Context: an optimization exercise on an open-source flow, tuned for small area, a short achievable clock period and few clock cycles per item. The choices shown serve that exercise and are no tape-out recipe. At most, simulation tests tie the RTL to the original design; equivalence was not proved.

## the reference run
==> flow/design.v <==
module gf251_inv (
    input  wire [6:0] a,
    output wire [7:0] inv
);
    localparam [1023:0] TABLE = {
        64'h0000f95364b3c3e4,
        64'h87757684e3f01441,
        64'hc7594c563d2d9946,
        64'h2720a97b47922c22,
        64'h25f31bdd50356eae,
        64'hb06cbd037c961f5b,
        64'hc5b1a36da4adc481,
        64'h6368d3300fe87033,
        64'h04a66bcdea0de582,
        64'hb2ac5a8c40f62944,
        64'hebbf6a61d80631b6,
        64'h67da5f07d060d566,
        64'h519f1a095d1df188,
        64'h83c20c71b90ec0cc,
        64'h43123a1589e21c9d,
        64'h242ac93f547e0100
    };
    assign inv = TABLE[{a, 3'd0} +: 8];
endmodule
module gf251_mul (
    input  wire [8:0]  u,       
    input  wire [7:0]  c,
    input  wire [7:0]  v,
    output wire [11:0] s        
);
    function integer wt(input integer w);
        integer n, t;
        begin
            t = 1;
            for (n = 0; n < w; n = n + 1) t = (2 * t) % 251;
            wt = t;
        end
    endfunction
    function integer kconst(input integer dummy);
        integer j, t;
        begin
            t = 0;
            for (j = 0; j < 8; j = j + 1) t = t + wt(8 + j);
            kconst = (251 - (t % 251)) % 251;
        end
    endfunction
    reg [11:0] acc;
    integer i, j;
    always @(*) begin
        acc = {4'd0, v} + kconst(0);
        for (i = 0; i < 8; i = i + 1)
            for (j = 0; j < 8; j = j + 1)
                acc = acc + ((u[i] & c[j]) ? wt(i + j) : 0);
        for (j = 0; j < 8; j = j + 1)
            acc = acc + ((u[8] & c[j]) ? 0 : wt(8 + j));
    end
    assign s = acc;
endmodule
module gf251_interp (
    input  wire        clk,
    input  wire        rst,
    input  wire        start,
    input  wire [3:0]  k,
    input  wire [63:0] xs,      
    input  wire [63:0] ys,      
    output wire        ready,
    output wire        done,
    output wire [1:0]  err,     
    output wire [63:0] coef     
);
    localparam ST_IDLE = 2'd0;
    localparam ST_RUN  = 2'd1;
    localparam ST_DONE = 2'd2;
    reg [1:0] st;
    reg       rdy_r;
    reg       done_r;
    reg [7:0] x [0:7];
    reg [7:0] a [0:7];
    reg [1:0] err_r;
    reg [2:0] km1;           
    reg       r0v;
    reg       ph;            
    reg [2:0] p;             
    reg [2:0] xb;            
    reg [2:0] kl;            
    reg       r1v;
    reg       r1ph;
    reg [2:0] r1p;
    reg       r1neg;         
    reg [7:0] r1x;           
    reg       s1v;
    reg [2:0] s1d;
    reg [8:0] s1u;
    reg [7:0] s1c;
    reg [7:0] s1w;
    reg        s2v;
    reg [2:0]  s2d;
    reg [11:0] s2s;
    wire start_ok = start && rdy_r;
    wire ld       = (st != ST_RUN);      
    wire k_bad    = (k == 4'd0 || k > 4'd8);
    wire [4:0] sh  = {1'b0, s2s[11:8]};
    wire [9:0] q0  = {2'd0, s2s[7:0]} + {3'd0, sh, 2'd0} + {5'd0, sh};
    wire [9:0] q1  = q0 - 10'd251;
    wire [7:0] res = q1[9] ? q0[7:0] : q1[7:0];
    wire [2:0] p1  = p + 3'd1;
    wire [7:0] xh  = x[p1];
    wire [7:0] xl  = x[xb];
    wire [8:0] d1  = {1'b0, xh} - {1'b0, xl};           
    wire [8:0] d2  = {1'b0, xl} - {1'b0, xh};           
    wire [8:0] e1  = 9'd251 - d1;                       
    wire [8:0] e2  = 9'd251 - d2;
    wire       sgn = d1[8];                             
    wire [7:0] ab  = sgn ? d2[7:0] : d1[7:0];           
    wire       big = ab > 8'd125;
    wire [6:0] fold = !big ? ab[6:0] : (sgn ? e2[6:0] : e1[6:0]);
    wire       dz  = ph ? (xl == 8'd0) : (xh == xl);
    wire [7:0] rinv;
    gf251_inv u_inv (.a(r1x[6:0]), .inv(rinv));
    wire [7:0] c_base = r1ph ? r1x : rinv;
    wire [7:0] c_next = r1neg ? 8'd251 - c_base : c_base;
    wire [2:0] r1p1 = r1p + 3'd1;
    wire [7:0] alo = (s2v && s2d == r1p)  ? res : a[r1p];
    wire [7:0] ahi = (s2v && s2d == r1p1) ? res : a[r1p1];
    wire [8:0] u_next = {1'b0, ahi} - {1'b0, r1ph ? 8'd0 : alo};
    wire [7:0] w_next = r1ph ? alo : 8'd0;
    wire [2:0] d_next = r1ph ? r1p : r1p1;
    wire hazard = s1v && (s1d == r1p || s1d == r1p1);
    wire adv1   = r1v && !hazard;             
    wire adv0   = r0v && (!r1v || adv1);      
    wire [11:0] ps;
    gf251_mul u_mul (.u(s1u), .c(s1c), .v(s1w), .s(ps));
    always @(posedge clk) begin
        if (rst) begin
            st  <= ST_IDLE;
            r0v <= 1'b0;
            r1v <= 1'b0;
            s1v <= 1'b0;
            s2v <= 1'b0;
        end else begin
            s2v <= s1v;
            s1v <= adv1;
            if (adv0) r1v <= 1'b1;
            else if (adv1) r1v <= 1'b0;
            if (ld) begin
                km1 <= k[2:0] - 3'd1;
                ph  <= 1'b0;
                p   <= k[2:0] - 3'd2;
                xb  <= k[2:0] - 3'd2;
                kl  <= k[2:0] - 3'd2;
            end else if (adv0) begin
                if (!ph) begin
                    if (xb != 3'd0) begin
                        p  <= p - 3'd1;
                        xb <= xb - 3'd1;
                    end else if (kl != 3'd0) begin
                        kl <= kl - 3'd1;
                        p  <= km1 - 3'd1;
                        xb <= kl - 3'd1;
                    end else begin
                        ph <= 1'b1;
                        p  <= km1 - 3'd1;
                        xb <= km1 - 3'd1;
                    end
                end else begin
                    if (p != km1 - 3'd1) begin
                        p <= p + 3'd1;
                    end else if (xb != 3'd0) begin
                        xb <= xb - 3'd1;
                        p  <= xb - 3'd1;
                    end else begin
                        r0v <= 1'b0;
                    end
                end
            end
            case (st)
                ST_RUN: if (!r0v && !r1v && !s1v) st <= ST_DONE;
                default: st <= ST_IDLE;
            endcase
            if (start_ok) begin
                if (k_bad) begin
                    st <= ST_DONE;
                end else begin
                    r0v <= (k != 4'd1);
                    st  <= ST_RUN;
                end
            end
        end
    end
    always @(posedge clk) begin
        if (rst) begin
            rdy_r  <= 1'b1;
            done_r <= 1'b0;
        end else begin
            rdy_r  <= start_ok ? k_bad : (st == ST_RUN ? (!r0v && !r1v && !s1v) : 1'b1);
            done_r <= start_ok ? k_bad : (st == ST_RUN && !r0v && !r1v && !s1v);
        end
    end
    integer n;
    always @(posedge clk) begin
        s2d <= s1d;
        s2s <= ps;
        if (adv0) begin
            r1ph  <= ph;
            r1p   <= p;
            r1neg <= ph | (sgn ^ big);
            r1x   <= ph ? xl : {1'b0, fold};
        end
        s1d <= d_next;
        s1u <= u_next;
        s1c <= c_next;
        s1w <= w_next;
        if (adv0 && dz) err_r <= 2'd2;
        for (n = 0; n < 8; n = n + 1)
            if (s2v && s2d == n[2:0]) a[n] <= res;
        if (ld) begin
            for (n = 0; n < 8; n = n + 1) begin
                x[n] <= xs[8*n +: 8];
                a[n] <= (n < k) ? ys[8*n +: 8] : 8'd0;
            end
            err_r <= k_bad ? 2'd1 : 2'd0;
        end
    end
    assign ready = rdy_r;
    assign done  = done_r;
    assign err   = err_r;
    assign coef  = {a[7], a[6], a[5], a[4], a[3], a[2], a[1], a[0]};
endmodule
==> flow/config.mk <==
export PLATFORM = sky130hd
export DESIGN_NAME = gf251_interp
export DESIGN_NICKNAME = gf251_interp
export VERILOG_FILES = /design/flow/design.v
export SDC_FILE = /design/flow/constraint.sdc
export NUM_CORES = 4
export LEC_CHECK = 0
export CAP_MARGIN = 20
export CORE_MARGIN = 2
export CORE_UTILIZATION = 55
export CTS_CLUSTER_DIAMETER = 80
export CTS_CLUSTER_SIZE = 24
export PLACE_DENSITY = 0.7
export SLEW_MARGIN = 20
==> flow/constraint.sdc <==
create_clock -name core_clock -period 24.0 [get_ports {clk}]
set_input_delay 4.8000 -clock core_clock [delete_from_list [all_inputs] [get_ports {clk}]]
set_output_delay 4.8000 -clock core_clock [all_outputs]
set_load 0.01 [all_outputs]
standard.sh (not shown) runs the stock make flow with config.mk's settings and CLKGATE_MAP_FILE= SYNTH_SCRIPT=/design/flow/synth_recipe.tcl, a recipe that flattens the netlist after the stock synthesis.
==> flow/flow/run.sh <==
#!/bin/bash
# The standard layout (the standard.sh, unchanged), with one difference:
# the port buffers that global placement inserts are buf_4 cells instead of
# the delay buffers (clkdlybuf4s50_1) the resizer picks by default.
set -euo pipefail
export BUFFER_PORTS_ARGS="-buffer_cell sky130_fd_sc_hd__buf_4"
bash standard.sh > standard.log 2>&1
Testbench counts of the reference run, summed over its fixed seeds: cycles 13,554, items 384.
Relative to the reference run, the following input files were edited for the trial run:
--- a/flow/design.v
+++ b/flow/design.v
@@ -203,16 +203,18 @@
         if (adv0) begin
             r1ph  <= ph;
             r1p   <= p;
             r1neg <= ph | (sgn ^ big);
             r1x   <= ph ? xl : {1'b0, fold};
         end
-        s1d <= d_next;
-        s1u <= u_next;
-        s1c <= c_next;
-        s1w <= w_next;
+        if (adv1) begin
+            s1d <= d_next;
+            s1u <= u_next;
+            s1c <= c_next;
+            s1w <= w_next;
+        end
         if (adv0 && dz) err_r <= 2'd2;
         for (n = 0; n < 8; n = n + 1)
             if (s2v && s2d == n[2:0]) a[n] <= res;
         if (ld) begin
             for (n = 0; n < 8; n = n + 1) begin
                 x[n] <= xs[8*n +: 8];
### Flow results
- [compare] base=the reference run new=the trial run: met2 routing resource usage after global routing decreased 3.2 points; required arrival time at the worst endpoint went down; final worst-path cycle share now sits lower; number of logic stages on the critical path including buffering -22; mean cell area of the mapped netlist has increased.
- Endpoint of the most critical setup path = coef[40]: the trial run; endpoint of the most critical setup path = s2s[11]: the reference run
- Relative to the reference run, synthesis-to-finish area growth decreased by 1.2 points in the trial run.
Testbench counts of the trial run, summed over its fixed seeds: cycles 13,554, items 384.

* * *

alpha:
Starts from the design.v that is shown in full above.
==> flow/config.mk <==
export PLATFORM = sky130hd
export DESIGN_NAME = gf251_interp
export DESIGN_NICKNAME = gf251_interp
export VERILOG_FILES = /design/flow/design.v
export SDC_FILE = /design/flow/constraint.sdc
export NUM_CORES = 4
export LEC_CHECK = 0
export CAP_MARGIN = 20
export CORE_MARGIN = 2
export CORE_UTILIZATION = 55
export CTS_CLUSTER_DIAMETER = 80
export CTS_CLUSTER_SIZE = 24
export PLACE_DENSITY = 0.7
export SLEW_MARGIN = 20
==> flow/constraint.sdc <==
create_clock -name core_clock -period 24.0 [get_ports {clk}]
set_input_delay 4.8000 -clock core_clock [delete_from_list [all_inputs] [get_ports {clk}]]
set_output_delay 4.8000 -clock core_clock [all_outputs]
set_load 0.01 [all_outputs]
==> flow/flow/run.sh <==
#!/bin/bash
# The standard layout (the standard.sh, unchanged), with one difference:
# the port buffers that global placement inserts are buf_1 cells instead of
# the delay buffers (clkdlybuf4s50_1) the resizer picks by default.
set -euo pipefail
export BUFFER_PORTS_ARGS="-buffer_cell sky130_fd_sc_hd__buf_1"
bash standard.sh > standard.log 2>&1
Testbench counts of alpha, summed over its fixed seeds: cycles 13,554, items 384.
[inputs] beta vs alpha
diff --git a/flow/design.v b/flow/design.v
--- a/flow/design.v
+++ b/flow/design.v
@@ -22,39 +22,31 @@
     };
     assign inv = TABLE[{a, 3'd0} +: 8];
 endmodule
 module gf251_mul (
     input  wire [8:0]  u,       
-    input  wire [7:0]  c,
-    input  wire [7:0]  v,
-    output wire [11:0] s        
+    input  wire [7:0]  c,       
+    input  wire [9:0]  v,       
+    output wire [11:0] s
 );
     function integer wt(input integer w);
         integer n, t;
         begin
             t = 1;
             for (n = 0; n < w; n = n + 1) t = (2 * t) % 251;
             wt = t;
         end
     endfunction
-    function integer kconst(input integer dummy);
-        integer j, t;
-        begin
-            t = 0;
-            for (j = 0; j < 8; j = j + 1) t = t + wt(8 + j);
-            kconst = (251 - (t % 251)) % 251;
-        end
-    endfunction
     reg [11:0] acc;
     integer i, j;
     always @(*) begin
-        acc = {4'd0, v} + kconst(0);
-        for (i = 0; i < 8; i = i + 1)
+        acc = 12'd0;
+        for (i = 0; i < 10; i = i + 1)
+            acc = acc + (v[i] ? wt(i) : 0);
+        for (i = 0; i < 9; i = i + 1)
             for (j = 0; j < 8; j = j + 1)
                 acc = acc + ((u[i] & c[j]) ? wt(i + j) : 0);
-        for (j = 0; j < 8; j = j + 1)
-            acc = acc + ((u[8] & c[j]) ? 0 : wt(8 + j));
     end
     assign s = acc;
 endmodule
 module gf251_interp (
     input  wire        clk,
@@ -90,11 +82,11 @@
     reg [7:0] r1x;           
     reg       s1v;
     reg [2:0] s1d;
     reg [8:0] s1u;
     reg [7:0] s1c;
-    reg [7:0] s1w;
+    reg [9:0] s1w;
     reg        s2v;
     reg [2:0]  s2d;
     reg [11:0] s2s;
     wire start_ok = start && rdy_r;
     wire ld       = (st != ST_RUN);      
@@ -116,16 +108,18 @@
     wire [6:0] fold = !big ? ab[6:0] : (sgn ? e2[6:0] : e1[6:0]);
     wire       dz  = ph ? (xl == 8'd0) : (xh == xl);
     wire [7:0] rinv;
     gf251_inv u_inv (.a(r1x[6:0]), .inv(rinv));
     wire [7:0] c_base = r1ph ? r1x : rinv;
-    wire [7:0] c_next = r1neg ? 8'd251 - c_base : c_base;
+    wire [7:0] c_neg  = 8'd251 - c_base;
+    wire [7:0] c_next = r1neg ? c_neg : c_base;
+    wire [7:0] nc     = r1neg ? c_base : c_neg;
     wire [2:0] r1p1 = r1p + 3'd1;
     wire [7:0] alo = (s2v && s2d == r1p)  ? res : a[r1p];
     wire [7:0] ahi = (s2v && s2d == r1p1) ? res : a[r1p1];
-    wire [8:0] u_next = {1'b0, ahi} - {1'b0, r1ph ? 8'd0 : alo};
-    wire [7:0] w_next = r1ph ? alo : 8'd0;
+    wire [8:0] u_next = {1'b0, ahi} + {1'b0, r1ph ? 8'd0 : ~alo};
+    wire [9:0] w_next = r1ph ? {2'd0, alo} : {nc, 2'd0};
     wire [2:0] d_next = r1ph ? r1p : r1p1;
     wire hazard = s1v && (s1d == r1p || s1d == r1p1);
     wire adv1   = r1v && !hazard;             
     wire adv0   = r0v && (!r1v || adv1);      
     wire [11:0] ps;
==> run notes <==
Timing, DRC, antenna: 0 failures across beta and alpha. After detailed routing, alpha needs less wire than beta. Initial antenna violation count was lower in the run labelled beta. Against alpha as the reference, beta delivers a higher flip-flop and latch count. Per the comparison of beta with alpha, setup slack picked up an extra 0.024 ns; count of unique library cells instantiated by Yosys has increased; slew at the pin with the worst max-slew slack dropped 0.076 ns; post-synthesis instance area grew by about 2.4%; final area now larger. | depth of the critical timing path with buffers and inverters included | higher: alpha |. beta vs alpha, cell at the slowest stage of the critical path: nor2_1 vs fa_1. beta ends up with a sequential share of layout area that is 0.43 points lower than in alpha. Comparing beta and alpha, multiplexer area fraction after synthesis is higher on beta.
Function not checked in beta: the RTL went through the layout flow alone.

==> re-timing with driven ports <==
Ports are ideal in the flow. The routed layouts listed here were re-timed in OpenROAD.
Step 1 sets driving cells, clkbuf_16 on the clock port and buf_2 on the other inputs (assumed; they add their load-dependent delay and slew).
Step 2 also shifts input and output timing later by t, the mid clock arrival at the registers, as if the neighbouring blocks saw the same clock.
Three values: ideal, step 1, step 2; two values: the first two.
run	shift t [ns]	setup slack, ns	worst setup path after step 2
the reference run	0.542	17.929 / 17.929 / 17.607	input to register
the trial run	0.534	17.983 / 17.933 / 17.609	input to register
alpha	0.532	17.863 / 17.863 / 17.378	input to register
beta	0.536	17.887 / 17.899 / 17.363	input to register
After both steps setup and hold are still met in every run listed. For beta, which loses most, drivers alone change the setup slack by +0.012 ns; drivers and shift together by -0.524 ns.
